Context: an optimization exercise on an open-source flow, tuned for small area, a short achievable clock period and few clock cycles. The choices shown serve that exercise and are no tape-out recipe.
The RTL was checked by simulation tests, not by an equivalence proof against the original design.
No activity file was given, so power comes from the tool's default toggle rates.

`design/flow/config.mk`:
```
export PLATFORM = sky130hd
export DESIGN_NAME = lamb_lfo
export DESIGN_NICKNAME = lamb_lfo
export VERILOG_FILES = /design/flow/design.v
export SDC_FILE = /design/flow/constraint.sdc
export NUM_CORES = 4
export LEC_CHECK = 0
export CAP_MARGIN = 20
export CORE_MARGIN = 2
export CORE_UTILIZATION = 55
export PLACE_DENSITY = 0.65
export SLEW_MARGIN = 20
export SYNTH_MEMORY_MAX_BITS = 65536
```
`design/flow/constraint.sdc`:
```
create_clock -name core_clock -period 12.0 [get_ports {clk}]
set_input_delay 2.4000 -clock core_clock [delete_from_list [all_inputs] [get_ports {clk}]]
set_output_delay 2.4000 -clock core_clock [all_outputs]
set_load 0.01 [all_outputs]
```
`design/flow/design.v`:
```
module lfo_ptab (
    input  wire        row,
    input  wire [9:0]  col,
    output reg  [26:0] t1,       
    output reg  [25:0] t2,       
    output wire        c         
);
    reg [31:0] cw;
    always @(*) begin
        case ({row, col[9:5]})
            6'd0: t1 = 27'd80000000;
            6'd1: t1 = 27'd69267401;
            6'd2: t1 = 27'd59974660;
            6'd3: t1 = 27'd51928611;
            6'd4: t1 = 27'd44961999;
            6'd5: t1 = 27'd38930010;
            6'd6: t1 = 27'd33707257;
            6'd7: t1 = 27'd29185176;
            6'd8: t1 = 27'd25269766;
            6'd9: t1 = 27'd21879638;
            6'd10: t1 = 27'd18944321;
            6'd11: t1 = 27'd16402798;
            6'd12: t1 = 27'd14202240;
            6'd13: t1 = 27'd12296903;
            6'd14: t1 = 27'd10647182;
            6'd15: t1 = 27'd9218782;
            6'd16: t1 = 27'd7982014;
            6'd17: t1 = 27'd6911167;
            6'd18: t1 = 27'd5983982;
            6'd19: t1 = 27'd5181186;
            6'd20: t1 = 27'd4486091;
            6'd21: t1 = 27'd3884248;
            6'd22: t1 = 27'd3363147;
            6'd23: t1 = 27'd2911956;
            6'd24: t1 = 27'd2521295;
            6'd25: t1 = 27'd2183045;
            6'd26: t1 = 27'd1890173;
            6'd27: t1 = 27'd1636592;
            6'd28: t1 = 27'd1417031;
            6'd29: t1 = 27'd1226926;
            6'd30: t1 = 27'd1062324;
            6'd31: t1 = 27'd919806;
            6'd32: t1 = 27'd80000;
            6'd33: t1 = 27'd69753;
            6'd34: t1 = 27'd60818;
            6'd35: t1 = 27'd53027;
            6'd36: t1 = 27'd46235;
            6'd37: t1 = 27'd40313;
            6'd38: t1 = 27'd35149;
            6'd39: t1 = 27'd30647;
            6'd40: t1 = 27'd26721;
            6'd41: t1 = 27'd23298;
            6'd42: t1 = 27'd20314;
            6'd43: t1 = 27'd17712;
            6'd44: t1 = 27'd15443;
            6'd45: t1 = 27'd13465;
            6'd46: t1 = 27'd11740;
            6'd47: t1 = 27'd10236;
            6'd48: t1 = 27'd8925;
            6'd49: t1 = 27'd7782;
            6'd50: t1 = 27'd6785;
            6'd51: t1 = 27'd5916;
            6'd52: t1 = 27'd5158;
            6'd53: t1 = 27'd4497;
            6'd54: t1 = 27'd3921;
            6'd55: t1 = 27'd3419;
            6'd56: t1 = 27'd2981;
            6'd57: t1 = 27'd2599;
            6'd58: t1 = 27'd2266;
            6'd59: t1 = 27'd1976;
            6'd60: t1 = 27'd1723;
            6'd61: t1 = 27'd1502;
            6'd62: t1 = 27'd1310;
            6'd63: t1 = 27'd1142;
            default: t1 = 27'd0;
        endcase
        case ({row, col[4:0]})
            6'd0: t2 = 26'd16777216;
            6'd1: t2 = 26'd16701861;
            6'd2: t2 = 26'd16626844;
            6'd3: t2 = 26'd16552164;
            6'd4: t2 = 26'd16477820;
            6'd5: t2 = 26'd16403810;
            6'd6: t2 = 26'd16330132;
            6'd7: t2 = 26'd16256785;
            6'd8: t2 = 26'd16183767;
            6'd9: t2 = 26'd16111078;
            6'd10: t2 = 26'd16038714;
            6'd11: t2 = 26'd15966676;
            6'd12: t2 = 26'd15894962;
            6'd13: t2 = 26'd15823569;
            6'd14: t2 = 26'd15752497;
            6'd15: t2 = 26'd15681745;
            6'd16: t2 = 26'd15611310;
            6'd17: t2 = 26'd15541192;
            6'd18: t2 = 26'd15471388;
            6'd19: t2 = 26'd15401898;
            6'd20: t2 = 26'd15332720;
            6'd21: t2 = 26'd15263853;
            6'd22: t2 = 26'd15195295;
            6'd23: t2 = 26'd15127045;
            6'd24: t2 = 26'd15059102;
            6'd25: t2 = 26'd14991464;
            6'd26: t2 = 26'd14924129;
            6'd27: t2 = 26'd14857097;
            6'd28: t2 = 26'd14790367;
            6'd29: t2 = 26'd14723935;
            6'd30: t2 = 26'd14657803;
            6'd31: t2 = 26'd14591967;
            6'd32: t2 = 26'd65536;
            6'd33: t2 = 26'd65256;
            6'd34: t2 = 26'd64977;
            6'd35: t2 = 26'd64699;
            6'd36: t2 = 26'd64423;
            6'd37: t2 = 26'd64147;
            6'd38: t2 = 26'd63873;
            6'd39: t2 = 26'd63600;
            6'd40: t2 = 26'd63328;
            6'd41: t2 = 26'd63058;
            6'd42: t2 = 26'd62788;
            6'd43: t2 = 26'd62520;
            6'd44: t2 = 26'd62252;
            6'd45: t2 = 26'd61986;
            6'd46: t2 = 26'd61721;
            6'd47: t2 = 26'd61458;
            6'd48: t2 = 26'd61195;
            6'd49: t2 = 26'd60933;
            6'd50: t2 = 26'd60673;
            6'd51: t2 = 26'd60414;
            6'd52: t2 = 26'd60155;
            6'd53: t2 = 26'd59898;
            6'd54: t2 = 26'd59642;
            6'd55: t2 = 26'd59387;
            6'd56: t2 = 26'd59133;
            6'd57: t2 = 26'd58881;
            6'd58: t2 = 26'd58629;
            6'd59: t2 = 26'd58378;
            6'd60: t2 = 26'd58129;
            6'd61: t2 = 26'd57880;
            6'd62: t2 = 26'd57633;
            6'd63: t2 = 26'd57387;
            default: t2 = 26'd0;
        endcase
        case ({row, col[9:5]})
            6'd0: cw = 32'h2df5c18e;
            6'd1: cw = 32'h4d9cecec;
            6'd2: cw = 32'h0cf46dce;
            6'd3: cw = 32'h27716d09;
            6'd4: cw = 32'h0e7a7477;
            6'd5: cw = 32'h2cd5742a;
            6'd6: cw = 32'h27f44dbc;
            6'd7: cw = 32'hae5f7c1a;
            6'd8: cw = 32'hffe57feb;
            6'd9: cw = 32'h04fd8859;
            6'd10: cw = 32'h35857c48;
            6'd11: cw = 32'h0f93ea55;
            6'd12: cw = 32'h6f9cfd56;
            6'd13: cw = 32'h8ff08aff;
            6'd14: cw = 32'h800c0918;
            6'd15: cw = 32'hdea032af;
            6'd16: cw = 32'h674489da;
            6'd17: cw = 32'h25e56f3d;
            6'd18: cw = 32'hbca905f1;
            6'd19: cw = 32'he481a707;
            6'd20: cw = 32'h1e6c9b9d;
            6'd21: cw = 32'h7dfd44c6;
            6'd22: cw = 32'he5afbcb5;
            6'd23: cw = 32'h94a9f098;
            6'd24: cw = 32'hefdccb6b;
            6'd25: cw = 32'h4a3496d6;
            6'd26: cw = 32'h0c971ee6;
            6'd27: cw = 32'h4e5f827c;
            6'd28: cw = 32'h3ad61f9f;
            6'd29: cw = 32'h19434ffa;
            6'd30: cw = 32'hff3fe5dc;
            6'd31: cw = 32'h2790a05a;
            6'd32: cw = 32'h399c724a;
            6'd33: cw = 32'h89402b62;
            6'd34: cw = 32'hc9823c44;
            6'd35: cw = 32'h1fcbbe3d;
            6'd36: cw = 32'h67127a21;
            6'd37: cw = 32'h63d14520;
            6'd38: cw = 32'hebd05e82;
            6'd39: cw = 32'h7afaf109;
            6'd40: cw = 32'heb359afa;
            6'd41: cw = 32'h054170d7;
            6'd42: cw = 32'h0a7e4c6a;
            6'd43: cw = 32'h20cb0350;
            6'd44: cw = 32'ha7f2a7e5;
            6'd45: cw = 32'h9832b3e6;
            6'd46: cw = 32'h06ab1c6c;
            6'd47: cw = 32'h99f19530;
            6'd48: cw = 32'haace0e6a;
            6'd49: cw = 32'hd2d30f0c;
            6'd50: cw = 32'h5959c00c;
            6'd51: cw = 32'h5270fc32;
            6'd52: cw = 32'h7ffe3257;
            6'd53: cw = 32'hedb55a6e;
            6'd54: cw = 32'h373c003c;
            6'd55: cw = 32'h66dad5a9;
            6'd56: cw = 32'h8e07f81c;
            6'd57: cw = 32'haaad6dbb;
            6'd58: cw = 32'h1e7764b5;
            6'd59: cw = 32'h87e0003e;
            6'd60: cw = 32'h4924cc63;
            6'd61: cw = 32'had55556b;
            6'd62: cw = 32'h8c9924b4;
            6'd63: cw = 32'h83e1c719;
            default: cw = 32'd0;
        endcase
    end
    assign c = cw[col[4:0]];
endmodule
module lfo_divider (
    input  wire        clk,
    input  wire        load,
    input  wire [20:0] rem_in,
    input  wire [27:0] dvd_in,
    input  wire [20:0] dvs_in,
    input  wire [22:0] dvs3_in,
    input  wire        run,
    input  wire        set_q,         
    input  wire [27:0] q_in,
    input  wire        load3,         
    output reg  [20:0] rem,
    output reg  [27:0] dvd,
    output wire [27:0] dvd_nx,        
    output wire [22:0] dvs3_q
);
    reg [20:0] dvs;
    reg [22:0] dvs3;
    wire [22:0] r4 = {rem, dvd[27:26]};
    wire [23:0] t1, t2, t3;
    lfo_add #(.W(24)) u_t1 (.a({1'b0, r4}), .b(~{3'b0, dvs}),       .cin(1'b1), .s(t1), .cout());
    lfo_add #(.W(24)) u_t2 (.a({1'b0, r4}), .b(~{2'b0, dvs, 1'b0}), .cin(1'b1), .s(t2), .cout());
    lfo_add #(.W(24)) u_t3 (.a({1'b0, r4}), .b(~{1'b0, dvs3}),      .cin(1'b1), .s(t3), .cout());
    assign dvs3_q = dvs3;
    assign dvd_nx = {dvd[25:0], !t3[23] ? 2'd3 : !t2[23] ? 2'd2 : !t1[23] ? 2'd1 : 2'd0};
    always @(posedge clk) begin
        if (load3) dvs3 <= dvs3_in;
        if (load) begin
            rem  <= rem_in;
            dvd  <= dvd_in;
            dvs  <= dvs_in;
            dvs3 <= dvs3_in;
        end else if (set_q) begin
            dvd  <= q_in;
        end else if (run) begin
            if (!t3[23]) begin
                rem <= t3[20:0];
                dvd <= {dvd[25:0], 2'd3};
            end else if (!t2[23]) begin
                rem <= t2[20:0];
                dvd <= {dvd[25:0], 2'd2};
            end else if (!t1[23]) begin
                rem <= t1[20:0];
                dvd <= {dvd[25:0], 2'd1};
            end else begin
                rem <= r4[20:0];
                dvd <= {dvd[25:0], 2'd0};
            end
        end
    end
endmodule
module lfo_add #(
    parameter W = 32
) (
    input  wire [W-1:0] a,
    input  wire [W-1:0] b,
    input  wire         cin,
    output wire [W-1:0] s,
    output wire         cout
);
    function integer levels;             
        input integer n;
        integer j;
        begin
            levels = 0;
            for (j = 1; j < n; j = j * 2)
                levels = levels + 1;
        end
    endfunction
    localparam L = levels(W + 1);
    wire [W:0] g [0:L];
    wire [W:0] p [0:L];
    assign g[0] = {a & b, cin};
    assign p[0] = {a ^ b, 1'b0};
    genvar k, i;
    generate
        for (k = 0; k < L; k = k + 1) begin : lvl
            for (i = 0; i <= W; i = i + 1) begin : bitk
                if ((i >> k) & 1) begin : comb
                    localparam integer J = ((i >> k) << k) - 1;
                    assign g[k+1][i] = g[k][i] | (p[k][i] & g[k][J]);
                    assign p[k+1][i] = p[k][i] & p[k][J];
                end else begin : pass
                    assign g[k+1][i] = g[k][i];
                    assign p[k+1][i] = p[k][i];
                end
            end
        end
    endgenerate
    assign s    = p[0][W:1] ^ g[L][W-1:0];
    assign cout = g[L][W];
endmodule
module lamb_lfo (
    input  wire        clk,
    input  wire        rst,           
    input  wire        cmd_valid,
    input  wire [7:0]  cmd,
    output reg         cmd_ready,
    input  wire [1:0]  sw_raw,
    input  wire [31:0] now_ms,
    input  wire        clk_active,
    input  wire [31:0] clk_period,
    input  wire [9:0]  knob_freq,
    input  wire [9:0]  knob_duty,
    output reg  [11:0] sample_q,
    output reg         sample_wr,
    output wire        range_ind,
    output reg         range_evt
);
    localparam [27:0] S_RES         = 28'd268369920;   
    localparam [28:0] S_RES2        = 29'd536739840;   
    localparam [11:0] OUT_RES       = 12'd4095;
    localparam [9:0]  ADC_MAX       = 10'd1023;
    localparam [24:0] LOW_SLOWEST   = 25'd20000000;
    localparam [24:0] HIGH_FASTEST  = 25'd250;
    localparam [31:0] CROSSOVER     = 32'd90000;
    localparam [31:0] MIN_CLK_PER   = 32'd1000;
    localparam [9:0]  DUTY_MIN      = 10'd102;
    localparam [9:0]  DUTY_MAX      = 10'd920;
    localparam [9:0]  RESET_DUTY    = 10'd511;
    localparam [9:0]  EDGE_DEADZONE = 10'd4;
    localparam [31:0] DEBOUNCE_MS   = 32'd50;
    localparam [27:0] RESET_INC     = 28'd268;         
    function [9:0] snap;
        input [9:0] k;
        begin
            if (k <= EDGE_DEADZONE)                snap = 10'd0;
            else if (k >= ADC_MAX - EDGE_DEADZONE) snap = ADC_MAX;
            else                                   snap = k;
        end
    endfunction
    reg        iv;
    reg [7:0]  ic;
    reg [1:0]  isw;
    reg [31:0] inow;
    reg        iext;              
    reg        icgt, iclt;        
    reg [31:0] icp;
    reg [9:0]  ikf, ikd;          
    always @(posedge clk) begin
        iv   <= cmd_valid && cmd_ready && !rst;
        ic   <= cmd;
        isw  <= sw_raw;
        inow <= now_ms;
        iext <= clk_active && (clk_period > MIN_CLK_PER);
        icgt <= clk_period > CROSSOVER;
        iclt <= clk_period < CROSSOVER;
        icp  <= clk_period;
        ikf  <= snap(knob_freq);
        ikd  <= snap(knob_duty);
    end
    wire op_tick  = iv && (ic == 8'h10);
    wire op_rstph = iv && (ic == 8'h20);
    wire op_swchk = iv && (ic[7:1] == 7'b0011000);
    wire op_rauto = iv && (ic == 8'h40);
    wire op_pcalc = iv && (ic == 8'h50);
    wire op_commit= iv && (ic == 8'h60);
    reg [27:0] phase;
    reg        rising;
    reg        sp_tri, sp_pulse, sp_prev, sp_rst;    
    reg [27:0] inc0, inc1;
    reg        stage_valid;
    reg        high_range;
    reg        tri_sel;
    reg        rs_prev_clocked;
    reg [9:0]  last_freq, last_duty;
    reg        last_range, last_clocked;
    reg [31:0] last_clkper;
    reg        pc_force;
    reg [1:0]  sw_stable, sw_last_raw;
    reg [31:0] sw_last_change0, sw_last_change1;
    reg        range_ind_q;       
    reg        rev;               
    assign range_ind = range_ind_q;
    localparam [28:0] NEG_S = 29'h20000000 - {1'b0, S_RES};       
    wire [28:0] up_s, up_r, dn_s, dn_r, top_t;
    lfo_add #(.W(29)) u_ups (.a({1'b0, phase}), .b({1'b0, inc0}), .cin(1'b0), .s(up_s), .cout());
    wire [28:0] ur_x = S_RES2 ^ ~{1'b0, phase} ^ ~{1'b0, inc0};
    wire [28:0] ur_c = (S_RES2 & ~{1'b0, phase}) | (S_RES2 & ~{1'b0, inc0}) | (~{1'b0, phase} & ~{1'b0, inc0});
    lfo_add #(.W(29)) u_upr (.a(ur_x), .b({ur_c[27:0], 1'b1}), .cin(1'b1), .s(up_r), .cout());
    wire [28:0] tt_x = {1'b0, phase} ^ {1'b0, inc0} ^ NEG_S;
    wire [28:0] tt_c = ({1'b0, phase} & {1'b0, inc0}) | ({1'b0, phase} & NEG_S) | ({1'b0, inc0} & NEG_S);
    lfo_add #(.W(29)) u_top (.a(tt_x), .b({tt_c[27:0], 1'b0}), .cin(1'b0), .s(top_t), .cout());
    wire        top_hit = !top_t[28];
    wire        top_bot = (phase == S_RES) && (inc0 == S_RES);   
    lfo_add #(.W(29)) u_dns (.a({1'b0, phase}), .b(~{1'b0, inc1}), .cin(1'b1), .s(dn_s), .cout());
    lfo_add #(.W(29)) u_dnr (.a({1'b0, inc1}), .b(~{1'b0, phase}), .cin(1'b1), .s(dn_r), .cout());
    wire        bot_hit = !dn_r[28];                             
    wire [27:0] p_new  = rising ? (top_hit ? up_r[27:0] : up_s[27:0])
                                : (bot_hit ? dn_r[27:0] : dn_s[27:0]);
    wire        r_new  = rising ? (!top_hit || top_bot) : bot_hit;
    wire        sw_s      = ic[0];
    wire        sw_raw_s  = isw[sw_s];
    wire        sw_moved  = sw_raw_s != sw_last_raw[sw_s];
    wire [31:0] sw_lc     = sw_s ? sw_last_change1 : sw_last_change0;
    wire [6:0]  sw_lo     = {1'b0, inow[5:0]} - {1'b0, sw_lc[5:0]};
    wire [25:0] sw_hx     = inow[31:6] ^ sw_lc[31:6];
    reg  [25:0] sw_inc;    
    integer     swi;
    always @(*) begin
        sw_inc[0] = 1'b1;
        for (swi = 1; swi < 26; swi = swi + 1)
            sw_inc[swi] = sw_inc[swi-1] & sw_lc[5+swi];
    end
    wire        sw_hi_ok  = sw_lo[6] ? (sw_hx == sw_inc) : (sw_hx == 26'd0);
    wire        sw_recent = sw_hi_ok && (sw_lo[5:0] < DEBOUNCE_MS[5:0]);
    wire        sw_fire   = !sw_moved && !sw_recent && (sw_raw_s != sw_stable[sw_s]);
    wire [10:0] f_d   = {1'b0, ikf} - {1'b0, last_freq};
    wire [10:0] d_d   = {1'b0, ikd} - {1'b0, last_duty};
    wire        f_big = f_d[10] ? (f_d < 11'h7fe) : (f_d > 11'd2);    
    wire        d_big = d_d[10] ? (d_d < 11'h7fe) : (d_d > 11'd2);
    wire        pc_changed = pc_force || f_big || d_big
                         || (high_range != last_range) || (iext != last_clocked)
                         || (iext && (icp != last_clkper));
    localparam [3:0] S_IDLE = 4'd0,  S_P1 = 4'd1,   S_P1X = 4'd2,  S_ROMM = 4'd3,
                     S_CMUL = 4'd4,  S_CDIV = 4'd5, S_PF = 4'd6,   S_XMUL = 4'd7,
                     S_NCHK = 4'd8,  S_AMUL = 4'd9, S_NDIV = 4'd10, S_N1A = 4'd11,
                     S_N1B = 4'd12,  S_SLOAD = 4'd13, S_SDIV = 4'd14, S_P1R = 4'd15;
    reg [3:0]  st;
    reg [3:0]  cntA, cntB;
    reg [9:0]  dv_r;
    reg [3:0]  coef_r;
    reg        lower_r;
    reg        pf_div;
    reg        ovf_r;
    reg        corr_r;
    reg [4:0]  sk_r;
    wire       per_small = ~|M[24:16];                   
    wire       per_tiny  = ~|M[24:13];                   
    wire       x_ovf     = !per_small && (|dA_rem[14:12]);    
    wire       sdiv_last = (st == S_SDIV) && (cntA == 4'd1);
    wire       pc_exec   = (st == S_IDLE) || sdiv_last;
    wire [9:0] dvc = (last_duty < DUTY_MIN) ? DUTY_MIN :
                     (last_duty > DUTY_MAX) ? DUTY_MAX : last_duty;
    wire [26:0] t1;
    wire [25:0] t2;
    wire        tc;
    lfo_ptab u_ptab (.row(last_range), .col(last_freq), .t1(t1), .t2(t2), .c(tc));
    function [4:0] idx60;
        input [9:0] f;
        integer j;
        begin
            idx60 = 5'd0;
            for (j = 1; j <= 16; j = j + 1)
                if (f >= 60 * j) idx60 = j;
        end
    endfunction
    wire [4:0]  c_idx    = idx60(last_freq);
    wire [4:0]  c_coef_w = (c_idx >= 5'd8) ? (c_idx - 5'd7) : (5'd9 - c_idx);
    wire cp_big = |last_clkper[31:25];        
    wire c_big  = |last_clkper[31:28];        
    wire c_pow2 = !lower_r && !c_big &&
                  ((coef_r == 4'd1) || (coef_r == 4'd2) || (coef_r == 4'd4) || (coef_r == 4'd8));
    wire [27:0] cp_sh = coef_r[3] ? {3'd0, last_clkper[27:3]} :
                        coef_r[2] ? {2'd0, last_clkper[27:2]} :
                        coef_r[1] ? {1'd0, last_clkper[27:1]} : last_clkper[27:0];
    function [24:0] clamp_per;
        input [28:0] p;
        begin
            if (p < HIGH_FASTEST)     clamp_per = HIGH_FASTEST;
            else if (p > LOW_SLOWEST) clamp_per = LOW_SLOWEST;
            else                      clamp_per = p[24:0];
        end
    endfunction
    reg  [26:0] M;
    reg  [28:0] acc;
    reg  [25:0] mq;
    reg  [3:0]  mcnt;
    function [2:0] bdec;
        input [2:0] y;       
        begin
            bdec = {y[2], (y == 3'b100) || (y == 3'b011), (y == 3'b000) || (y == 3'b111)};
        end
    endfunction
    reg         b_neg, b_two, b_zero;
    wire [28:0] b_mag = b_zero ? 29'd0 : (b_two ? {1'b0, M, 1'b0} : {2'b0, M});
    wire [30:0] b_sum;
    lfo_add #(.W(31)) u_mul (.a({{2{acc[28]}}, acc}), .b({{2{b_neg}}, (b_neg ? ~b_mag : b_mag)}),
                             .cin(b_neg), .s(b_sum), .cout());
    wire [28:0] acc_n = b_sum[30:2];
    wire [34:0] prod6 = {acc_n[22:0], b_sum[1:0], mq[25:16]};
    reg  [15:0] fold1;
    reg         fold_c;
    reg  [14:0] a_r;
    wire [10:0] fold2 = {5'd0, fold1[15:10]} + {1'b0, fold1[9:0]};
    reg         dA_load, dB_load;
    reg  [20:0] dA_rem_in, dB_rem_in, dA_dvs_in, dB_dvs_in;
    reg  [22:0] dA_dvs3_in, dB_dvs3_in;
    reg  [27:0] dA_dvd_in, dB_dvd_in;
    reg         dB_load3;
    wire [27:0] dA_nx, dB_nx;
    wire [22:0] dB_dvs3;
    wire [20:0] dA_rem, dB_rem;
    wire [27:0] dA_dvd, dB_dvd;
    lfo_divider u_da (.clk(clk), .load(dA_load), .rem_in(dA_rem_in), .dvd_in(dA_dvd_in),
                      .dvs_in(dA_dvs_in), .dvs3_in(dA_dvs3_in), .run(cntA != 4'd0),
                      .set_q(1'b0), .q_in(28'd0), .load3(1'b0), .rem(dA_rem), .dvd(dA_dvd),
                      .dvd_nx(dA_nx), .dvs3_q());
    lfo_divider u_db (.clk(clk), .load(dB_load), .rem_in(dB_rem_in), .dvd_in(dB_dvd_in),
                      .dvs_in(dB_dvs_in), .dvs3_in(dB_dvs3_in), .run(cntB != 4'd0),
                      .set_q(1'b0), .q_in(28'd0), .load3(dB_load3), .rem(dB_rem), .dvd(dB_dvd),
                      .dvd_nx(dB_nx), .dvs3_q(dB_dvs3));
    wire [3:0]  p_r  = dB_rem[13:10];
    reg  [13:0] r0_lim;           
    always @(*) begin
        case (p_r)
            4'd0: r0_lim = 14'd1022;
            4'd1: r0_lim = 14'd2045;
            4'd2: r0_lim = 14'd3068;
            4'd3: r0_lim = 14'd4091;
            4'd4: r0_lim = 14'd5114;
            4'd5: r0_lim = 14'd6137;
            4'd6: r0_lim = 14'd7160;
            4'd7: r0_lim = 14'd8183;
            4'd8: r0_lim = 14'd9206;
            default: r0_lim = 14'd10229;
        endcase
    end
    reg  [13:0] r0_lim_r;         
    reg  [3:0]  p_r_r;
    wire        n_corr = ovf_r ? (p_r_r < dA_rem[13:10]) : (dA_rem[13:0] > r0_lim_r);
    wire [21:0] n1_v;
    lfo_add #(.W(22)) u_n1 (.a(dB_dvd[21:0]), .b(~dA_dvd[21:0]), .cin(!corr_r), .s(n1_v), .cout());
    wire [22:0] p3;
    lfo_add #(.W(23)) u_p3 (.a({1'b0, dB_dvd[20:0], 1'b0}), .b({2'b0, dB_dvd[20:0]}), .cin(1'b0), .s(p3), .cout());
    wire [22:0] t3_a = dB_dvs3;
    wire [22:0] t3_b = ~{2'b0, dA_dvd[20:0]};
    wire [22:0] t3_c = ~{1'b0, dA_dvd[20:0], 1'b0};
    wire [22:0] t3_s1 = t3_a ^ t3_b ^ t3_c;
    wire [22:0] t3_c1 = {(t3_a[21:0] & t3_b[21:0]) | (t3_a[21:0] & t3_c[21:0]) | (t3_b[21:0] & t3_c[21:0]), 1'b1};
    wire [22:0] p3n;                                        
    lfo_add #(.W(23)) u_p3n (.a(t3_s1), .b(t3_c1), .cin(1'b1), .s(p3n), .cout());
    wire [22:0] n1x3;                                       
    lfo_add #(.W(23)) u_n13 (.a(dB_dvs3), .b(corr_r ? 23'h7ffffd : 23'd0), .cin(1'b0), .s(n1x3), .cout());
    function [4:0] bitlen22;
        input [21:0] v;
        integer j;
        begin
            bitlen22 = 5'd0;
            for (j = 0; j < 22; j = j + 1)
                if (v[j]) bitlen22 = j + 1;
        end
    endfunction
    wire [4:0]  blP  = bitlen22(dB_dvd[21:0]);
    wire [4:0]  skv  = (blP > 5'd5) ? (blP - 5'd5) : 5'd0;
    wire [55:0] s_sh = {28'd0, S_RES} << sk_r;
    always @(*) begin
        dA_load = 1'b0; dB_load = 1'b0; dB_load3 = 1'b0;
        dA_rem_in = 21'd0; dA_dvd_in = 28'd0; dA_dvs_in = 21'd10230; dA_dvs3_in = 23'd30690;
        dB_rem_in = 21'd0; dB_dvd_in = 28'd0; dB_dvs_in = 21'd10240; dB_dvs3_in = 23'd30720;
        case (st)
            S_P1X: begin                     
                dA_load    = !lower_r && !c_big && !c_pow2;
                dA_rem_in  = 21'd0;
                dA_dvd_in  = last_clkper[27:0];
                dA_dvs_in  = {17'd0, coef_r};
                dA_dvs3_in = {18'd0, coef_r, 1'b0} + {19'd0, coef_r};
            end
            S_XMUL: begin
                dB_load    = (mcnt == 4'd6);
                dB_rem_in  = per_small ? {9'd0, M[15:4]} : {8'd0, M[24:12]};
                dB_dvd_in  = per_small ? {M[3:0], 24'd0} : {M[11:0], 16'd0};
                dA_load    = (mcnt == 4'd1);
                dA_rem_in  = per_tiny  ? {8'd0, prod6[22:10]} :
                             per_small ? {9'd0, prod6[25:14]} : {6'd0, prod6[34:20]};
                dA_dvd_in  = per_tiny  ? {prod6[9:0], 18'd0} :
                             per_small ? {prod6[13:0], 14'd0} : {prod6[19:0], 8'd0};
            end
            S_AMUL: begin                    
                dA_load    = (mcnt == 4'd1);
                dA_rem_in  = {8'd0, prod6[24:12]};
                dA_dvd_in  = {prod6[11:0], 16'd0};
                dA_dvs_in  = 21'd10240;
                dA_dvs3_in = 23'd30720;
            end
            S_NDIV: begin                    
                dB_load3   = (cntB == 4'd0);
                dB_dvs3_in = p3;
            end
            S_N1A: begin                     
                dB_load3   = 1'b1;
                dB_dvs3_in = p3n;
            end
            S_SLOAD: begin
                dA_load    = 1'b1;
                dB_load    = 1'b1;
                dA_rem_in  = s_sh[48:28];
                dB_rem_in  = s_sh[48:28];
                dA_dvd_in  = s_sh[27:0];
                dB_dvd_in  = s_sh[27:0];
                dA_dvs_in  = dA_dvd[20:0];
                dB_dvs_in  = n1_v[20:0];
                dA_dvs3_in = {1'b0, dA_dvd[20:0], 1'b0} + {2'b0, dA_dvd[20:0]};
                dB_dvs3_in = n1x3;
            end
            default: ;
        endcase
    end
    always @(posedge clk) begin
        rev = 1'b0;
        if (rst) begin
            phase           <= 28'd0;
            rising          <= 1'b1;
            inc0            <= RESET_INC;
            inc1            <= RESET_INC;
            stage_valid     <= 1'b0;
            high_range      <= 1'b0;
            range_ind_q     <= 1'b0;
            tri_sel         <= 1'b0;
            sample_q        <= OUT_RES;
            sample_wr       <= 1'b0;
            range_evt       <= 1'b0;
            rs_prev_clocked <= 1'b0;
            last_freq       <= 10'd0;
            last_duty       <= RESET_DUTY;
            last_range      <= 1'b0;
            last_clocked    <= 1'b0;
            last_clkper     <= 32'd0;
            pc_force        <= 1'b1;
            sw_stable       <= 2'b00;
            sw_last_raw     <= 2'b00;
            sw_last_change0 <= 32'd0;
            sw_last_change1 <= 32'd0;
            st              <= S_IDLE;
            cntA            <= 4'd0;
            cntB            <= 4'd0;
            mcnt            <= 4'd0;
            cmd_ready       <= 1'b1;
            sp_tri          <= 1'b0;
            sp_pulse        <= 1'b0;
            sp_rst          <= 1'b0;
        end else begin
            sample_wr <= 1'b0;
            if (sp_tri) begin
                sample_q  <= phase[27:16];
                sample_wr <= 1'b1;
            end else if (sp_pulse && (rising != sp_prev)) begin
                sample_q  <= rising ? OUT_RES : 12'd0;
                sample_wr <= 1'b1;
            end else if (sp_rst) begin
                sample_q  <= OUT_RES;
                sample_wr <= 1'b1;
            end
            sp_tri   <= 1'b0;
            sp_pulse <= 1'b0;
            sp_rst   <= 1'b0;
            if (op_tick) begin
                phase    <= p_new;
                rising   <= r_new;
                sp_tri   <= tri_sel;
                sp_pulse <= !tri_sel;
                sp_prev  <= rising;
            end
            if (op_rstph) begin
                phase  <= 28'd0;
                rising <= 1'b1;
                sp_rst <= !tri_sel && !rising;
            end
            if (op_swchk) begin
                if (sw_moved) begin
                    if (sw_s) sw_last_change1 <= inow;
                    else      sw_last_change0 <= inow;
                    sw_last_raw[sw_s] <= sw_raw_s;
                end
                if (sw_fire) begin
                    sw_stable[sw_s] <= sw_raw_s;
                    if (sw_s == 1'b0) begin
                        if (!iext && (high_range != sw_raw_s)) begin
                            high_range <= sw_raw_s;
                            rev         = 1'b1;
                        end
                    end else begin
                        tri_sel <= sw_raw_s;
                    end
                end
            end
            if (op_rauto) begin
                if (iext) begin
                    if (icgt && high_range) begin
                        high_range <= 1'b0;
                        rev         = 1'b1;
                    end else if (iclt && !high_range) begin
                        high_range <= 1'b1;
                        rev         = 1'b1;
                    end
                end else if (rs_prev_clocked && (high_range != sw_stable[0])) begin
                    high_range <= sw_stable[0];
                    rev         = 1'b1;
                end
                rs_prev_clocked <= iext;
            end
            if (cntA != 4'd0) cntA <= cntA - 4'd1;
            if (cntB != 4'd0) cntB <= cntB - 4'd1;
            if (mcnt != 4'd0) begin
                acc   <= acc_n;
                mq    <= {b_sum[1:0], mq[25:2]};
                {b_neg, b_two, b_zero} <= bdec(mq[3:1]);
                mcnt  <= mcnt - 4'd1;
            end
            fold1  <= {1'b0, M[24:10]} + {6'd0, M[9:0]};
            fold_c <= fold2 >= 11'd1023;
            a_r    <= M[24:10] + {9'd0, fold1[15:10]} + {14'd0, fold_c};
            cmd_ready <= 1'b0;
            case (st)
                S_IDLE: cmd_ready <= 1'b1;
                S_P1: begin
                    dv_r    <= dvc;
                    coef_r  <= c_coef_w[3:0];
                    lower_r <= last_freq < 10'd512;
                    if (!last_clocked) begin
                        M    <= t1;
                        mq   <= t2;
                        {b_neg, b_two, b_zero} <= bdec({t2[1:0], 1'b0});
                        acc  <= last_range ? {10'd0, tc, 18'd0} : {2'd0, tc, 26'd0};
                        mcnt <= last_range ? 4'd9 : 4'd13;
                        st   <= S_ROMM;
                    end else begin
                        st   <= S_P1X;
                    end
                end
                S_P1X: begin
                    if ((lower_r ? cp_big : c_big) || c_pow2) begin
                        M    <= c_pow2 ? {2'd0, clamp_per({1'b0, cp_sh})} : {2'd0, LOW_SLOWEST};
                        acc  <= 29'd0;
                        mq   <= {16'd0, dv_r};
                        {b_neg, b_two, b_zero} <= bdec({dv_r[1:0], 1'b0});
                        mcnt <= 4'd6;
                        st   <= S_XMUL;
                    end else if (lower_r) begin
                        M      <= {2'd0, last_clkper[24:0]};
                        mq     <= {22'd0, coef_r};
                        {b_neg, b_two, b_zero} <= bdec({coef_r[1:0], 1'b0});
                        acc    <= 29'd0;
                        mcnt   <= 4'd3;
                        pf_div <= 1'b0;
                        st     <= S_CMUL;
                    end else begin
                        cntA   <= 4'd14;
                        pf_div <= 1'b1;
                        st     <= S_CDIV;
                    end
                end
                S_ROMM: begin
                    if (mcnt == 4'd1) begin
                        M     <= acc_n[26:0];
                        acc   <= 29'd0;
                        mq    <= {16'd0, dv_r};
                        {b_neg, b_two, b_zero} <= bdec({dv_r[1:0], 1'b0});
                        mcnt  <= 4'd6;
                        st    <= S_XMUL;
                    end
                end
                S_CMUL: if (mcnt == 4'd1) st <= S_PF;
                S_CDIV: if (cntA == 4'd1) st <= S_PF;
                S_PF: begin
                    M     <= {2'd0, clamp_per(pf_div ? {1'd0, dA_dvd} : {acc[22:0], mq[25:20]})};
                    acc   <= 29'd0;
                    mq    <= {16'd0, dv_r};
                        {b_neg, b_two, b_zero} <= bdec({dv_r[1:0], 1'b0});
                    mcnt  <= 4'd6;
                    st    <= S_XMUL;
                end
                S_XMUL: begin
                    if (mcnt == 4'd6) cntB <= per_small ? 4'd7 : 4'd11;
                    if (mcnt == 4'd1) begin
                        cntA <= per_tiny ? 4'd5 : per_small ? 4'd7 : 4'd10;
                        st   <= S_NCHK;
                    end
                end
                S_NCHK: begin
                    ovf_r <= x_ovf;
                    if (x_ovf) begin
                        M     <= {12'd0, a_r};
                        acc   <= 29'd0;
                        mq    <= {16'd0, dv_r};
                        {b_neg, b_two, b_zero} <= bdec({dv_r[1:0], 1'b0});
                        mcnt  <= 4'd6;
                        st    <= S_AMUL;
                    end else begin
                        st    <= S_NDIV;
                    end
                end
                S_AMUL: begin
                    if (mcnt == 4'd1) begin
                        cntA <= 4'd11;
                        st   <= S_NDIV;
                    end
                end
                S_NDIV: begin
                    r0_lim_r <= r0_lim;
                    p_r_r    <= p_r;
                    if (cntA <= 4'd1 && cntB == 4'd0) st <= S_N1A;
                end
                S_N1A: begin
                    corr_r <= n_corr;
                    sk_r   <= {skv[4:1], 1'b0};
                    st     <= S_SLOAD;
                end
                S_SLOAD: begin
                    cntA <= 4'd14 - sk_r[4:1];
                    cntB <= 4'd14 - sk_r[4:1];
                    st   <= S_SDIV;
                end
                S_SDIV: begin
                    if (cntA <= 4'd3) cmd_ready <= 1'b1;
                    if (cntA == 4'd1) begin
                        stage_valid <= 1'b1;
                        st          <= S_IDLE;
                    end
                end
                default: st <= S_IDLE;
            endcase
            if (pc_exec && op_pcalc && pc_changed) begin
                if (pc_force || f_big) last_freq <= ikf;
                if (pc_force || d_big) last_duty <= ikd;
                last_range   <= high_range;
                last_clocked <= iext;
                if (iext) last_clkper <= icp;
                pc_force     <= 1'b0;
                st           <= S_P1;
                cmd_ready    <= 1'b0;
            end
            range_evt   <= rev;
            range_ind_q <= range_ind_q ^ rev;
            if (op_commit) begin
                if (sdiv_last) begin
                    inc0        <= dA_nx;
                    inc1        <= dB_nx;
                    stage_valid <= 1'b0;
                end else if (stage_valid) begin
                    inc0        <= dA_dvd;
                    inc1        <= dB_dvd;
                    stage_valid <= 1'b0;
                end
            end
            if (cmd_valid && cmd_ready && (cmd == 8'h50)) cmd_ready <= 1'b0;
        end
    end
endmodule
```
`design/flow/flow/run.sh`:
```
#!/bin/bash
# Layout flow: the standard ORFS layout (standard.sh, standard synthesis unchanged), with
# repair_timing asked to keep 7.8 ns of setup slack at the design's 12 ns clock, so that the
# resizer also works on paths that already meet 12 ns. Constraints and clock are the design's.
# The make output goes to standard.log; ORFS keeps each step's full log under orfs/logs/.
set -euo pipefail
bash standard.sh SETUP_SLACK_MARGIN=7.8 finish > standard.log 2>&1
```
`design/flow/standard.sh`:
```
#!/bin/bash
# synth_recipe.tcl (not shown) runs the flow's synth.tcl, then flattens the netlist and writes it again
# the make line also repeats each setting of config.mk as NAME=value (left out here)
make -C /OpenROAD-flow-scripts/flow DESIGN_CONFIG=/design/flow/config.mk WORK_HOME=/design/flow/orfs CLKGATE_MAP_FILE= SYNTH_SCRIPT=/design/flow/synth_recipe.tcl "${@:-finish}"
```
==> results of run 1 <==
-- cell families (layout without fill, tap and decap cells) --
family          after synthesis  count (layout)
compound gates             2117            2120
simple gates               2099            2101
buf+inv                     839             865
fa+ha+maj                   686             686
flops                       679             679
xor+xnor                    394             394
mux                         338             338
other cells                   0               7
-- layout by cell type (no fill, tap or decap), types with 44 or more instances in the layout --
cell	Yosys	routed
nand2_1	646	642
nand4_1	52	52
nor2b_1	72	71
inv_1	419	407
xor2_1	171	170
a31oi_1	89	89
dfxtp_1	345	335
nor3_1	160	154
nor4_1	51	50
a21o_1	96	96
o211ai_1	103	103
ha_1	587	579
fa_1	98	97
xnor2_1	223	216
o21ai_0	426	421
buf_4	10	158
clkdlybuf4s50_1	0	112
edfxtp_1	334	334
a211oi_1	168	165
o21a_1	73	72
nor2_1	650	641
mux2i_1	283	282
a221oi_1	44	44
nand2b_1	78	76
a21oi_1	604	595
clkbuf_16	0	82
nand3_1	140	138
o22ai_1	45	44
-- repair_timing --
action,4_1_cts,5_1_grt
pin swaps,8,15
gates resized for setup,54,84
endpoints found under the setup margin,211,185
hold buffers,0,0
buffers inserted,19,60
gates cloned,6,0
-- sequential cells by signal (all words and copies together), names as in the netlist, 25 cells and up, named ones only --
register         flops
phase               28
sw_last_change0     32
u_db.dvd            28
inc0                28
icp                 32
acc                 29
last_clkper         32
mq                  25
u_da.dvd            28
inc1                28
inow                32
M                   27
sw_last_change1     32
-- tightest hold or removal path, delay by kind of cell (launching register included) --
| kind | cells | cell delay (ps) |
|---|---|---|
| flops | 1 | 310 |
| simple gates | 1 | 50 |
| compound gates | 1 | 50 |
-- worst max-delay path by stage --
stage | slack [ps] | to | start | depth (start not counted)
floorplan | 7820 | coef_r[2] | last_freq[7] | 21
detailed placement | 7120 | last_clkper[6] | last_freq[0] | 15
finish | 7780 | u_da.rem[11] | M[2] | 16
global route | 7640 | u_da.rem[11] | b_two | 16
global placement | 7220 | last_clkper[0] | last_freq[0] | 15
CTS | 7800 | u_da.rem[20] | u_da.dvd[26] | 13
-- power breakdown --
| part | internal [mW] | switching, mW |
|---|---|---|
| Clock | 1.51 | 1.12 |
| Sequential | 3.14 | 0.794 |
| Combinational | 3.44 | 5.20 |
| Total | 8.09 | 7.12 |
-- cell type report --
class	instances	area, um^2	area share [%]
diodes	7	17.5	0.0263
clock inverters	43	594	0.893
multi-input cells	5639	40600	61.1
repair buffers	295	2740	4.12
flip-flops and latches	679	17000	25.5
well taps	1414	1770	2.66
clock buffers	103	2200	3.31
inverters	424	1640	2.46
-- layer usage --
metal | global-route usage [%] | wire length [um]
met2 | 59.2 | 97300
met4 | 21.6 | 14200
met1 | 48.5 | 86600
met3 | 8.03 | 21400
met5 | 0 | 34
-- per-stage QoR --
| stage | instance area [um^2] | instances |
|---|---|---|
| global placement | 62300 | 8366 |
| detailed placement | 62300 | 8366 |
| CTS | 65600 | 8537 |
| floorplan | 60200 | 7152 |
| global route | 66500 | 8601 |
| finish | 66600 | 8604 |
==> key figures, run 1 <==
Timing
  – RSZ-0062 raised after global routing: true
  – Clock Skews: 65.8 ps
  – Fin Hold WS: 452 ps
  – Fmax: 237 MHz
  – Final Max Slew Viols: 0
  – Worst rel slew slack: 22.8%
  – Final setup violation count: 0
  – Endpoints failing hold: 0
  – Worst Slack Setup Final: 7780 ps
  – Final TNS setup: 0 ps
  – Tcrit/Tclk final: 35.2%
  – Worst slew pin tran: around 1200 ps
  – Period minus WS final: ~4200 ps

Clocking
  – Clk latency of the worst-skew pair: 710 ps
  – Clock slew at reported path FFs: 60 ps
  – CTS HTree Levels: 3
  – Max Buffers Root-to-Sink: 3
  – CTS tree: yes
  – Clk sink count: 679
  – Root Buffer: clkbuf_16
  – Clock buffer count from CTS: 80

Detailed routing
  – Vias/cell: ~6.6
  – Post-DRT Antenna Nets: 0
  – # DRC: 0
  – DRT iter0 DRCs: 6638
  – DRT Pass-1 Iters: 7
  – DRT Wirelength: roughly 220000 um
  – DR WL/cell: approximately 26 um
  – Via count: 57.0k

GRT
  – Largest net degree at the start of global routing: between 90 and 100
  – Gr usage total: 37.9%
  – First-pass GRT wire length: 328000 um
  – Via count of the first global-routing pass: 53.7k
  – Antenna violations before repair: 9
  – Grt total ovfl: 0

Synthesis
  – Largest family of logic cells by synthesized area: compound AO/OA/AOI/OAI gates
  – Commonest cells post-synth: nor2_1, nand2_1, a21oi_1
  – Syn_area_per_cell: 8.41 um^2
  – Synth Area in Simple Gates: 16.2%
  – Sequential fraction of the synthesis area: between 20% and 30%
  – Synth Area in XOR/XNOR: 5.73%
  – Synth area leader: edfxtp_1
  – Synth warn: 9
  – Post-synth top area share: between 15 and 20%
  – Post-synthesis compound-gate area fraction: 23.0%
  – Mapped Nets: 7935
  – Post-synthesis register bit count: 679
  – Post-synthesis async set-or-reset flop share: 0%
  – Post-synth EDFFs: 334
  – Top FF cell, synth: dfxtp_1
  – Mapped Area: 60200 um^2
  – Cell with the most instances after synthesis: nor2_1
  – Synth Area in Adders: 15.5%
  – Gate Count Post-Synth: 7152
  – Multiplexer area fraction after synthesis: 6.02%
  – Post-synth cell types: 109
  – Synth area leaders: edfxtp_1, ha_1, dfxtp_1, a21oi_1, mux2i_1

Worst setup path
  – CP Buf/Inv Count: 1
  – FF-to-FF End: u_da.rem[11]
  – Crit path max fanout: 5
  – Startpoint types: register
  – Reg-to-reg slack, setup: just under 8000 ps
  – Critical Path RT: 12440 ps
  – Delay-heaviest family, CP: compound AO/OA/AOI/OAI gates
  – Worst Setup End Kind: register
  – Cell chain of the critical path: mux2i_1, nor2_1, xor2_1, ha_1, o21a_1, nor2_1, a211o_1, a211o_1, a21o_1, a21oi_2, inv_1, fa_2, nor2_1, or3_1, a31oi_1, o22ai_1
  – Register-to-Register Path Depth: 16
  – Critical path's slowest cell: fa_2
  – WP data arrival: 4670 ps
  – Crit-path most repeated cell: nor2_1
  – Critical Path Max Stage Delay: approximately 620 ps
  – Reg2Reg Launch Point: M[2]
  – Setup CP Type: register to register

Floorplanning
  – Die height: 335 um
  – DIE AREA: 112000 um^2
  – Row count: 121
  – Die W: between 300 and 400 um
  – Core footprint: 109000 um^2
  – IO Pins: 114
  – Initial Utilization: 55.4%

Final layout
  – Area growth, synth to finish: 10.6%
  – Layout Nets: 7902
  – Layout cells sized above 1: ~7.8%
  – Fillers: around 9.6k
  – Final core occ: 61.2%

Power and ir drop
  – Total Power: 15.2 mW
  – PwrDens: 229 nW/um^2
  – Worst VDD drop: roughly 0.00021 V
  – Leak: 27.0 nW

Placed design
  – Detailed placement HPWL: between 150000 and 200000 um
  – Final RePlAce weighted congestion: roughly 1.1
  – Setup WS pre-CTS: 7120 ps
  – Port Buf Inserts: 113

Job
  – Maxcap violations: 0

Worst hold path
  – Worst Hold End: sw_last_change0[4]
  – Worst hold path type: register to register
  – Hold Path Origin: sw_last_change0[4]
  – Worst hold path depth: 2

Run status
  – Status: complete, no violations
Testbench counts, summed over its fixed seeds: cycles 152,444.
==> inputs of run 2 (changes only) <==
--- a/design/flow/design.v
+++ b/design/flow/design.v
@@ -440,4 +440,4 @@
     reg [4:0]  sk_r;
+    reg        f_p1x, f_xfirst, f_xlast, f_alast, f_ndiv, f_n1a, f_sload;
     wire       per_small = ~|M[24:16];                   
-    wire       per_tiny  = ~|M[24:13];                   
     wire       x_ovf     = !per_small && (|dA_rem[14:12]);    
@@ -464,7 +464,2 @@
     wire c_big  = |last_clkper[31:28];        
-    wire c_pow2 = !lower_r && !c_big &&
-                  ((coef_r == 4'd1) || (coef_r == 4'd2) || (coef_r == 4'd4) || (coef_r == 4'd8));
-    wire [27:0] cp_sh = coef_r[3] ? {3'd0, last_clkper[27:3]} :
-                        coef_r[2] ? {2'd0, last_clkper[27:2]} :
-                        coef_r[1] ? {1'd0, last_clkper[27:1]} : last_clkper[27:0];
     function [24:0] clamp_per;
@@ -563,49 +558,46 @@
         dB_rem_in = 21'd0; dB_dvd_in = 28'd0; dB_dvs_in = 21'd10240; dB_dvs3_in = 23'd30720;
-        case (st)
-            S_P1X: begin                     
-                dA_load    = !lower_r && !c_big && !c_pow2;
-                dA_rem_in  = 21'd0;
-                dA_dvd_in  = last_clkper[27:0];
-                dA_dvs_in  = {17'd0, coef_r};
-                dA_dvs3_in = {18'd0, coef_r, 1'b0} + {19'd0, coef_r};
-            end
-            S_XMUL: begin
-                dB_load    = (mcnt == 4'd6);
-                dB_rem_in  = per_small ? {9'd0, M[15:4]} : {8'd0, M[24:12]};
-                dB_dvd_in  = per_small ? {M[3:0], 24'd0} : {M[11:0], 16'd0};
-                dA_load    = (mcnt == 4'd1);
-                dA_rem_in  = per_tiny  ? {8'd0, prod6[22:10]} :
-                             per_small ? {9'd0, prod6[25:14]} : {6'd0, prod6[34:20]};
-                dA_dvd_in  = per_tiny  ? {prod6[9:0], 18'd0} :
-                             per_small ? {prod6[13:0], 14'd0} : {prod6[19:0], 8'd0};
-            end
-            S_AMUL: begin                    
-                dA_load    = (mcnt == 4'd1);
-                dA_rem_in  = {8'd0, prod6[24:12]};
-                dA_dvd_in  = {prod6[11:0], 16'd0};
-                dA_dvs_in  = 21'd10240;
-                dA_dvs3_in = 23'd30720;
-            end
-            S_NDIV: begin                    
-                dB_load3   = (cntB == 4'd0);
-                dB_dvs3_in = p3;
-            end
-            S_N1A: begin                     
-                dB_load3   = 1'b1;
-                dB_dvs3_in = p3n;
-            end
-            S_SLOAD: begin
-                dA_load    = 1'b1;
-                dB_load    = 1'b1;
-                dA_rem_in  = s_sh[48:28];
-                dB_rem_in  = s_sh[48:28];
-                dA_dvd_in  = s_sh[27:0];
-                dB_dvd_in  = s_sh[27:0];
-                dA_dvs_in  = dA_dvd[20:0];
-                dB_dvs_in  = n1_v[20:0];
-                dA_dvs3_in = {1'b0, dA_dvd[20:0], 1'b0} + {2'b0, dA_dvd[20:0]};
-                dB_dvs3_in = n1x3;
-            end
-            default: ;
-        endcase
+        if (f_p1x) begin                     
+            dA_load    = !lower_r && !c_big;
+            dA_rem_in  = 21'd0;
+            dA_dvd_in  = last_clkper[27:0];
+            dA_dvs_in  = {17'd0, coef_r};
+            dA_dvs3_in = {18'd0, coef_r, 1'b0} + {19'd0, coef_r};
+        end
+        if (f_xfirst) begin                  
+            dB_load    = 1'b1;
+            dB_rem_in  = {8'd0, M[24:12]};
+            dB_dvd_in  = {M[11:0], 16'd0};
+        end
+        if (f_xlast) begin
+            dA_load    = 1'b1;
+            dA_rem_in  = per_small ? {9'd0, prod6[25:14]} : {6'd0, prod6[34:20]};
+            dA_dvd_in  = per_small ? {prod6[13:0], 14'd0} : {prod6[19:0], 8'd0};
+        end
+        if (f_alast) begin                   
+            dA_load    = 1'b1;
+            dA_rem_in  = {8'd0, prod6[24:12]};
+            dA_dvd_in  = {prod6[11:0], 16'd0};
+            dA_dvs_in  = 21'd10240;
+            dA_dvs3_in = 23'd30720;
+        end
+        if (f_ndiv && cntB == 4'd0) begin    
+            dB_load3   = 1'b1;
+            dB_dvs3_in = p3;
+        end
+        if (f_n1a) begin                     
+            dB_load3   = 1'b1;
+            dB_dvs3_in = p3n;
+        end
+        if (f_sload) begin
+            dA_load    = 1'b1;
+            dB_load    = 1'b1;
+            dA_rem_in  = s_sh[48:28];
+            dB_rem_in  = s_sh[48:28];
+            dA_dvd_in  = s_sh[27:0];
+            dB_dvd_in  = s_sh[27:0];
+            dA_dvs_in  = dA_dvd[20:0];
+            dB_dvs_in  = n1_v[20:0];
+            dA_dvs3_in = {1'b0, dA_dvd[20:0], 1'b0} + {2'b0, dA_dvd[20:0]};
+            dB_dvs3_in = n1x3;
+        end
     end
@@ -641,2 +633,9 @@
             cmd_ready       <= 1'b1;
+            f_p1x           <= 1'b0;
+            f_xfirst        <= 1'b0;
+            f_xlast         <= 1'b0;
+            f_alast         <= 1'b0;
+            f_ndiv          <= 1'b0;
+            f_n1a           <= 1'b0;
+            f_sload         <= 1'b0;
             sp_tri          <= 1'b0;
@@ -716,2 +715,8 @@
             cmd_ready <= 1'b0;
+            f_p1x    <= 1'b0;
+            f_xfirst <= 1'b0;
+            f_xlast  <= 1'b0;
+            f_alast  <= 1'b0;
+            f_n1a    <= 1'b0;
+            f_sload  <= 1'b0;
             case (st)
@@ -731,2 +736,3 @@
                         st   <= S_P1X;
+                        f_p1x <= 1'b1;
                     end
@@ -734,4 +740,4 @@
                 S_P1X: begin
-                    if ((lower_r ? cp_big : c_big) || c_pow2) begin
-                        M    <= c_pow2 ? {2'd0, clamp_per({1'b0, cp_sh})} : {2'd0, LOW_SLOWEST};
+                    if (lower_r ? cp_big : c_big) begin
+                        M    <= {2'd0, LOW_SLOWEST};
                         acc  <= 29'd0;
@@ -741,2 +747,3 @@
                         st   <= S_XMUL;
+                        f_xfirst <= 1'b1;
                     end else if (lower_r) begin
@@ -763,2 +770,3 @@
                         st    <= S_XMUL;
+                        f_xfirst <= 1'b1;
                     end
@@ -774,7 +782,9 @@
                     st    <= S_XMUL;
+                        f_xfirst <= 1'b1;
                 end
                 S_XMUL: begin
-                    if (mcnt == 4'd6) cntB <= per_small ? 4'd7 : 4'd11;
+                    if (mcnt == 4'd6) cntB <= 4'd11;
+                    if (mcnt == 4'd2) f_xlast <= 1'b1;
                     if (mcnt == 4'd1) begin
-                        cntA <= per_tiny ? 4'd5 : per_small ? 4'd7 : 4'd10;
+                        cntA <= per_small ? 4'd7 : 4'd10;
                         st   <= S_NCHK;
@@ -793,2 +803,3 @@
                         st    <= S_NDIV;
+                        f_ndiv <= 1'b1;
                     end
@@ -796,2 +807,3 @@
                 S_AMUL: begin
+                    if (mcnt == 4'd2) f_alast <= 1'b1;
                     if (mcnt == 4'd1) begin
@@ -799,2 +811,3 @@
                         st   <= S_NDIV;
+                        f_ndiv <= 1'b1;
                     end
@@ -804,3 +817,3 @@
                     p_r_r    <= p_r;
-                    if (cntA <= 4'd1 && cntB == 4'd0) st <= S_N1A;
+                    if (cntA <= 4'd1 && cntB == 4'd0) begin st <= S_N1A; f_n1a <= 1'b1; f_ndiv <= 1'b0; end
                 end
@@ -810,2 +823,3 @@
                     st     <= S_SLOAD;
+                    f_sload <= 1'b1;
                 end
==> design/flow/flow/run.sh (replaced) <==
#!/bin/bash
# Layout flow: the standard ORFS layout (standard.sh, standard synthesis unchanged), with
# repair_timing asked to keep 8 ns of setup slack at the design's 12 ns clock, so that the
# resizer also works on paths that already meet 12 ns. Constraints and clock are the design's.
# The make output goes to standard.log; ORFS keeps each step's full log under orfs/logs/.
set -euo pipefail
bash standard.sh SETUP_SLACK_MARGIN=8 finish > standard.log 2>&1
==> run 2 against run 1 <==
Compared with the run above: core utilization rose by 0.16 points; cell count fell by 2.0%; clock power barely moved; still clean on timing, DRC and antenna; non-clock buffer count rose by 2; die area fell by 1.6%; critical path depth fell by 1.
==> key figures, run 2 <==
Detailed routing
  – Via count: 55.7k (-2.3%)
  – DRT Pass-1 Iters: 7 (unchanged)
  – DR WL/cell: 25.7 um (+0.56%)
  – DRT iter0 DRCs: 6741 (+1.6%)
  – Vias/cell: 6.60 (-0.26%)
  – # DRC: 0 (unchanged)
  – Post-DRT Antenna Nets: 0 (unchanged)
  – DRT Wirelength: 216000 um (-1.5%)

Synthesis
  – Cell with the most instances after synthesis: nand2_1
  – Gate Count Post-Synth: 6962 (-2.7%)
  – Mapped Area: 59200 um^2 (-1.7%)
  – Top FF cell, synth: dfxtp_1
  – Post-synth cell types: 110 (+0.92%)
  – Synth area leaders: edfxtp_1, ha_1, dfxtp_1, a21oi_1, nand2_1
  – Synth area leader: edfxtp_1
  – Mapped Nets: 7742 (-2.4%)
  – Post-synth EDFFs: 334 (unchanged)
  – Synth warn: 9 (unchanged)
  – Post-synth top area share: 16.9% (+0.28 points)
  – Post-synthesis async set-or-reset flop share: 0% (unchanged)
  – Commonest cells post-synth: nand2_1, nor2_1, ha_1
  – Syn_area_per_cell: 8.50 um^2 (+1.0%)
  – Sequential fraction of the synthesis area: 28.9% (+0.71 points)
  – Post-synthesis register bit count: 686 (+1.0%)

Run status
  – Status: complete, no violations

GRT
  – Via count of the first global-routing pass: 52.4k (-2.4%)
  – Antenna violations before repair: 4 (-5)
  – First-pass GRT wire length: 323000 um (-1.7%)
  – Grt total ovfl: 0 (unchanged)
  – Gr usage total: 37.8% (-0.054 points)
  – Largest net degree at the start of global routing: 94 (-1.1%)

Timing
  – Period minus WS final: 4240 ps (+20.2 ps)
  – Fin Hold WS: 455 ps (+2.90 ps)
  – Tcrit/Tclk final: 35.4% (+0.17 points)
  – RSZ-0062 raised after global routing: true
  – Worst rel slew slack: 27.0% (+4.3 points)
  – Final setup violation count: 0 (unchanged)
  – Worst Slack Setup Final: 7760 ps (-20.2 ps)
  – Worst slew pin tran: 1090 ps (-59.6 ps)
  – Endpoints failing hold: 0 (unchanged)
  – Fmax: 236 MHz (-0.48%)
  – Clock Skews: 47.4 ps (-18.4 ps)
  – Final Max Slew Viols: 0 (unchanged)
  – Final TNS setup: 0 ps (unchanged)

Placed design
  – Port Buf Inserts: 113 (unchanged)
  – Final RePlAce weighted congestion: 1.06 (+0.41%)
  – Setup WS pre-CTS: 7300 ps (+182 ps)
  – Placed cells: 8184 (-2.2%)
  – Area after DPL: 61300 um^2 (-1.7%)
  – Detailed placement HPWL: 159000 um (-0.96%)

Final layout
  – Multi-input combinational cell area: 39600 um^2 (-2.6%)
  – Layout Cells excl Fill: 8431 (-2.0%)
  – Most common cell after layout, fill and taps aside: nand2_1
  – Layout Nets: 7739 (-2.1%)
  – Sequential cell area: 17100 um^2 (+0.88%)
  – Area growth, synth to finish: 10.9%
  – Layout cells sized above 1: 8.14% (+0.36 points)
  – Fillers: 9498 (-0.98%)
  – Fin area: 65600 um^2 (-1.4%)
  – Commonest cells after routing, fill and taps aside: nand2_1, nor2_1, ha_1, a21oi_1, inv_1

Clocking
  – Root Buffer: clkbuf_16
  – CTS tree: yes
  – CTS Hold Bufs: 0 (unchanged)
  – CTS HTree Levels: 3 (unchanged)
  – Clock buffer count from CTS: 81 (+1.3%)
  – Max Buffers Root-to-Sink: 3 (unchanged)
  – Clock slew at reported path FFs: 60 ps (about the same)
  – Clk latency of the worst-skew pair: 700 ps (about the same)
  – Clk sink count: 686 (+1.0%)

Worst setup path
  – Crit-path most repeated cell: nand2_1
  – Startpoint types: register
  – WP data arrival: 4680 ps (about the same)
  – Critical Path Max Stage Delay: 520 ps (-100 ps)
  – Setup CP Type: register to register
  – Critical Path RT: 12430 ps (about the same)
  – Worst Setup End Kind: register
  – Cell chain of the critical path: buf_12, mux2i_1, nor2_1, xor2_1, ha_2, a21o_1, a31oi_4, o21ai_4, o211ai_1, nand2_1, fa_2, a222oi_1, nand3_1, a31oi_2, nand2_1
  – Critical path's slowest cell: edfxtp_1
  – Crit path max fanout: 6 (+1)

Power and ir drop
  – Leak: 26.1 nW (-3.4%)
  – PwrDens: 221 nW/um^2 (-3.2%)
  – Worst VDD drop: 0.000190 V (-11%)

Floorplanning
  – DIE AREA: 110000 um^2 (-1.6%)
  – Initial Utilization: 55.4% (about the same)
  – IO Pins: 114 (unchanged)
  – Core footprint: 107000 um^2 (-1.7%)
  – Die height: 332 um (-0.82%)
  – Row count: 120 (-0.83%)
  – Die W: 332 um (-0.82%)

Worst hold path
  – Worst hold path type: register to register

Job
  – Maxcap violations: 0 (unchanged)
==> run 2: where the power goes <==
part | leakage [nW] | switching (mW) | internal, mW | total, mW
combinational | 18.7 | 4.87 | 3.36 | 8.23
clock | 1.35 | 1.11 | 1.50 | 2.61
sequential | 6.05 | 0.613 | 3.06 | 3.68
total | 26.1 | 6.59 | 7.93 | 14.5
==> run 2: cell type report <==
class / count / area share, %
Timing Repair Buffer: 297 / 4.20
Inverter: 422 / 2.49
Antenna cell: 4 / 0.0153
Clock inverter: 42 / 0.864
Tap cell: 1403 / 2.68
Clock buffer: 106 / 3.40
Sequential cell: 686 / 26.1
Multi-Input combinational cell: 5471 / 60.3
==> run 2: worst paths after layout <==
| check | endpoint | slack [ps] | startpoint | cells after the start |
|---|---|---|---|---|
| worst max-delay path | M[13] | 7760 | b_two | 15 |
| worst min register to register | sw_last_change1[31] | 460 | sw_last_change1[31] | 2 |
| worst min-delay path | sw_last_change1[31] | 460 | sw_last_change1[31] | 2 |
| worst max register to register | M[13] | 7760 | b_two | 15 |
==> run 2: cell families after synthesis <==
logic type,Yosys count,share of synthesized area [%]
XOR/XNOR,388,5.74
multiplexers,308,5.60
buffers and inverters,806,5.38
AND/OR/NAND/NOR,2104,16.6
AO/OA/AOI/OAI,1988,22.2
adder cells (fa/ha/maj),682,15.7
flip-flops,686,28.9
==> run 2: worst max-delay path, delay by kind of cell, from the launching register on <==
| kind | cells | cell delay (ps) |
|---|---|---|
| AO/OA/AOI/OAI | 6 | 1510 |
| XOR/XNOR | 1 | 170 |
| adder cells (fa/ha/maj) | 2 | 820 |
| buffers and inverters | 1 | 210 |
| flip-flops | 1 | 520 |
| multiplexers | 1 | 130 |
| AND/OR/NAND/NOR | 4 | 610 |
==> run 2: timing repair <==
| item | in CTS | in global routing |
|---|---|---|
| pin swaps | 13 | 42 |
| setup buffers | 36 | 54 |
| endpoints found under the setup margin | 240 | 210 |
| resized for setup | 82 | 104 |
| gates cloned | 3 | 2 |
==> run 2: through the flow <==
stage / total power [mW] / utilization [%]
floorplan: 8.75 / -
global placement: 10.8 / 57.3
detailed placement: 11.0 / 57.3
CTS: 13.9 / 60.5
global route: 15.3 / 61.4
finish: 14.5 / 61.4
==> run 2: routing by layer <==
| layer | global-route usage, % | vias to the layer above | share of wire (%) |
|---|---|---|---|
| li1 | - | 25300 | - |
| met1 | 47.6 | 26500 | 39 |
| met2 | 60.2 | 2966 | 45 |
| met3 | 7.24 | 840 | 9.2 |
| met4 | 22.7 | 2 | 7.3 |
| met5 | 0 | - | 0.0079 |
Testbench counts of run 2, summed over its fixed seeds: cycles 154,460.
==> inputs of run 3 (changes only) <==
--- a/design/flow/design.v
+++ b/design/flow/design.v
@@ -439,2 +439,3 @@
     reg        corr_r;
+    reg        c_r;
     reg [4:0]  sk_r;
@@ -731,5 +732,4 @@
                         {b_neg, b_two, b_zero} <= bdec({t2[1:0], 1'b0});
-                        acc  <= last_range ? {10'd0, tc, 18'd0} : {2'd0, tc, 26'd0};
-                        mcnt <= last_range ? 4'd9 : 4'd13;
-                        st   <= S_ROMM;
+                        c_r  <= tc;
+                        st   <= S_P1R;
                     end else begin
@@ -762,2 +762,7 @@
                 end
+                S_P1R: begin                 
+                    acc  <= last_range ? {10'd0, c_r, 18'd0} : {2'd0, c_r, 26'd0};
+                    mcnt <= last_range ? 4'd9 : 4'd13;
+                    st   <= S_ROMM;
+                end
                 S_ROMM: begin
==> run 3 against run 2 <==
Compared with the run above: first-iteration DRC count fell by 3.5%; global-route usage increased by 1.5 points; synthesized area is 1.3% lower; clock power rose by 6%; clock-buffer cell count unchanged; largest cell class unchanged.
==> key figures, run 3 <==
Power and ir drop
  – PwrDens: 223 nW/um^2 (+0.79%)
  – Worst VDD drop: 0.000242 V (+27%)
  – Leak: 26.3 nW (+0.77%)

Synthesis
  – Post-synth cell types: 99 (-10%)
  – Largest family of logic cells by synthesized area: compound AO/OA/AOI/OAI gates
  – Multiplexer area fraction after synthesis: 5.14% (-0.46 points)
  – Post-synthesis async set-or-reset flop share: 0% (unchanged)
  – Synth warn: 9 (unchanged)
  – Commonest cells post-synth: nor2_1, nand2_1, a21oi_1
  – Synth area leader: edfxtp_1
  – Syn_area_per_cell: 8.43 um^2 (-0.80%)
  – Synth Area in Simple Gates: 15.7% (-0.82 points)
  – Top FF cell, synth: dfxtp_1
  – Post-synthesis compound-gate area fraction: 23.1% (+0.93 points)
  – Synth area leaders: edfxtp_1, ha_1, dfxtp_1, a21oi_1, mux2i_1
  – Cell with the most instances after synthesis: nor2_1
  – Post-synth top area share: 17.2% (+0.28 points)
  – Post-synthesis register bit count: 687 (+0.15%)
  – Synth Area in XOR/XNOR: 5.79% (+0.047 points)
  – Synth Area in Adders: 15.5% (-0.14 points)
  – Post-synth EDFFs: 335 (+0.30%)
  – Sequential fraction of the synthesis area: 29.3% (+0.44 points)
  – Mapped Area: 58400 um^2 (-1.3%)

Final layout
  – Layout Nets: 7732 (-0.090%)
  – Layout cells sized above 1: 9.49% (+1.3 points)
  – Area growth, synth to finish: 13.1%
  – Commonest cells after routing, fill and taps aside: nor2_1, nand2_1, a21oi_1, ha_1, o21ai_0
  – Most common cell after layout, fill and taps aside: nor2_1

Worst setup path
  – Critical Path RT: 12430 ps (about the same)
  – Crit path max fanout: 8 (+2)
  – Worst Setup End Kind: register
  – WP data arrival: 4650 ps (-30 ps)

Clocking
  – Clk sink count: 687 (+0.15%)
  – Max Buffers Root-to-Sink: 3 (unchanged)
  – Clk latency of the worst-skew pair: 700 ps (about the same)
  – Root Buffer: clkbuf_16
  – CTS HTree Levels: 3 (unchanged)
  – CTS Hold Bufs: 0 (unchanged)
  – CTS tree: yes
  – Clock buffer count from CTS: 83 (+2.5%)

Timing
  – Period minus WS final: 4210 ps (-28.7 ps)
  – Final TNS setup: 0 ps (unchanged)
  – Fmax: 237 MHz (+0.68%)
  – Worst rel slew slack: 18.7% (-8.3 points)
  – Final setup violation count: 0 (unchanged)
  – Fin Hold WS: 452 ps (-3.20 ps)
  – Clock Skews: 41.4 ps (-5.98 ps)
  – Tcrit/Tclk final: 35.1% (-0.24 points)
  – RSZ-0062 raised after global routing: true
  – Endpoints failing hold: 0 (unchanged)

Detailed routing
  – DR WL/cell: 26.5 um (+3.3%)
  – Vias/cell: 6.61 (+0.12%)
  – Post-DRT Antenna Nets: 0 (unchanged)
  – DRT iter0 DRCs: 6504 (-3.5%)
  – DRT Wirelength: 223000 um (+3.3%)

GRT
  – First-pass GRT wire length: 326000 um (+0.88%)
  – Grt total ovfl: 0 (unchanged)
  – Gr usage total: 39.3% (+1.5 points)
  – Antenna violations before repair: 5 (+1)
  – Via count of the first global-routing pass: 52.3k (-0.061%)

Placed design
  – Port Buf Inserts: 113 (unchanged)
  – Detailed placement HPWL: 161000 um (+1.3%)

Worst hold path
  – Worst hold path type: register to register

Job
  – Maxcap violations: 0 (unchanged)

Floorplanning
  – IO Pins: 114 (unchanged)
  – Row count: 119 (-0.83%)
  – Die W: 330 um (-0.66%)
  – Initial Utilization: 55.5% (+0.11 points)
  – Die height: 330 um (-0.66%)
  – Core footprint: 105000 um^2 (-1.5%)

Run status
  – Status: complete, no violations
## run 3: cell types whose count changed after synthesis, sizes merged, moves of 15 or more
cell,change
clkbuf,+39
nor2,+70
mux2,-21
buf,-39
a21oi,+58
o311ai,-15
ha,-17
nand2,-98
nor3,-24
o21ai,+57
nand2b,-25
and3,-21
## run 3: critical path: stages, from the launching register on
cell,delay [ps]
edfxtp_1,440
buf_12,180
buf_12,150
mux2i_1,120
nor2_1,150
xor2_1,270
ha_2,280
o21a_1,140
o21ai_1,60
nand2b_1,90
inv_2,40
a211o_1,270
a31oi_4,200
inv_2,70
fa_2,430
xor2_4,190
mux2i_1,120
a22o_1,270
a221oi_2,350
o31ai_1,130
## run 3: report_power, final
group	switching [mW]	total [mW]	internal (mW)
clock	1.16	2.77	1.61
sequential	0.578	3.62	3.05
combinational	4.91	8.33	3.42
## run 3: logic make-up (layout without fill, tap and decap cells)
kind of cell / Yosys count / count (layout)
compound gates: 2089 / 2091
simple gates: 1998 / 1998
buf+inv: 815 / 927
flops: 687 / 687
fa+ha+maj: 666 / 666
xor+xnor: 386 / 386
mux: 284 / 284
other cells: 0 / 1
## run 3: layer usage
layer	vias up	wire (um)	global-route usage, %
li1	25300	-	-
met1	26500	86600	49.5
met2	3126	98900	61.5
met3	867	20300	7.53
met4	6	17500	25.6
met5	-	42	0
## run 3: through the flow
step	util (%)	instance area, um^2	power [mW]	std cells	worst slack (ps)
global route	62.7	66000	15.5	8431	7570
finish	62.7	66000	14.7	8431	7790
detailed placement	57.6	60600	10.7	8146	6820
floorplan	-	58400	8.54	6925	7990
CTS	61.2	64400	13.8	8346	7880
global placement	57.6	60600	10.6	8146	6840
## run 3: path summary, 6_finish.rpt
| kind | from | depth (start not counted) | endpoint |
|---|---|---|---|
| max | b_two | 19 | u_da.rem[6] |
| min | sw_last_change1[0] | 2 | sw_last_change1[0] |
| max reg2reg | b_two | 19 | u_da.rem[6] |
| min reg2reg | sw_last_change1[0] | 2 | sw_last_change1[0] |
## run 3: final cells by class
class                   count  area, um^2
well taps                1391        1740
flip-flops and latches    687       17200
clock buffers             106        2290
diodes                      1        2.50
multi-input cells        5425       39300
clock inverters            49         678
fillers                  9194       39200
repair buffers            341        3230
inverters                 431        1680
## run 3: repair_timing
item,CTS,global route
cloned,3,7
gates resized for setup,120,188
pin swaps,11,55
setup endpoints to repair,180,161
setup buffers,42,77
Testbench counts of run 3, summed over its fixed seeds: cycles 155,320.
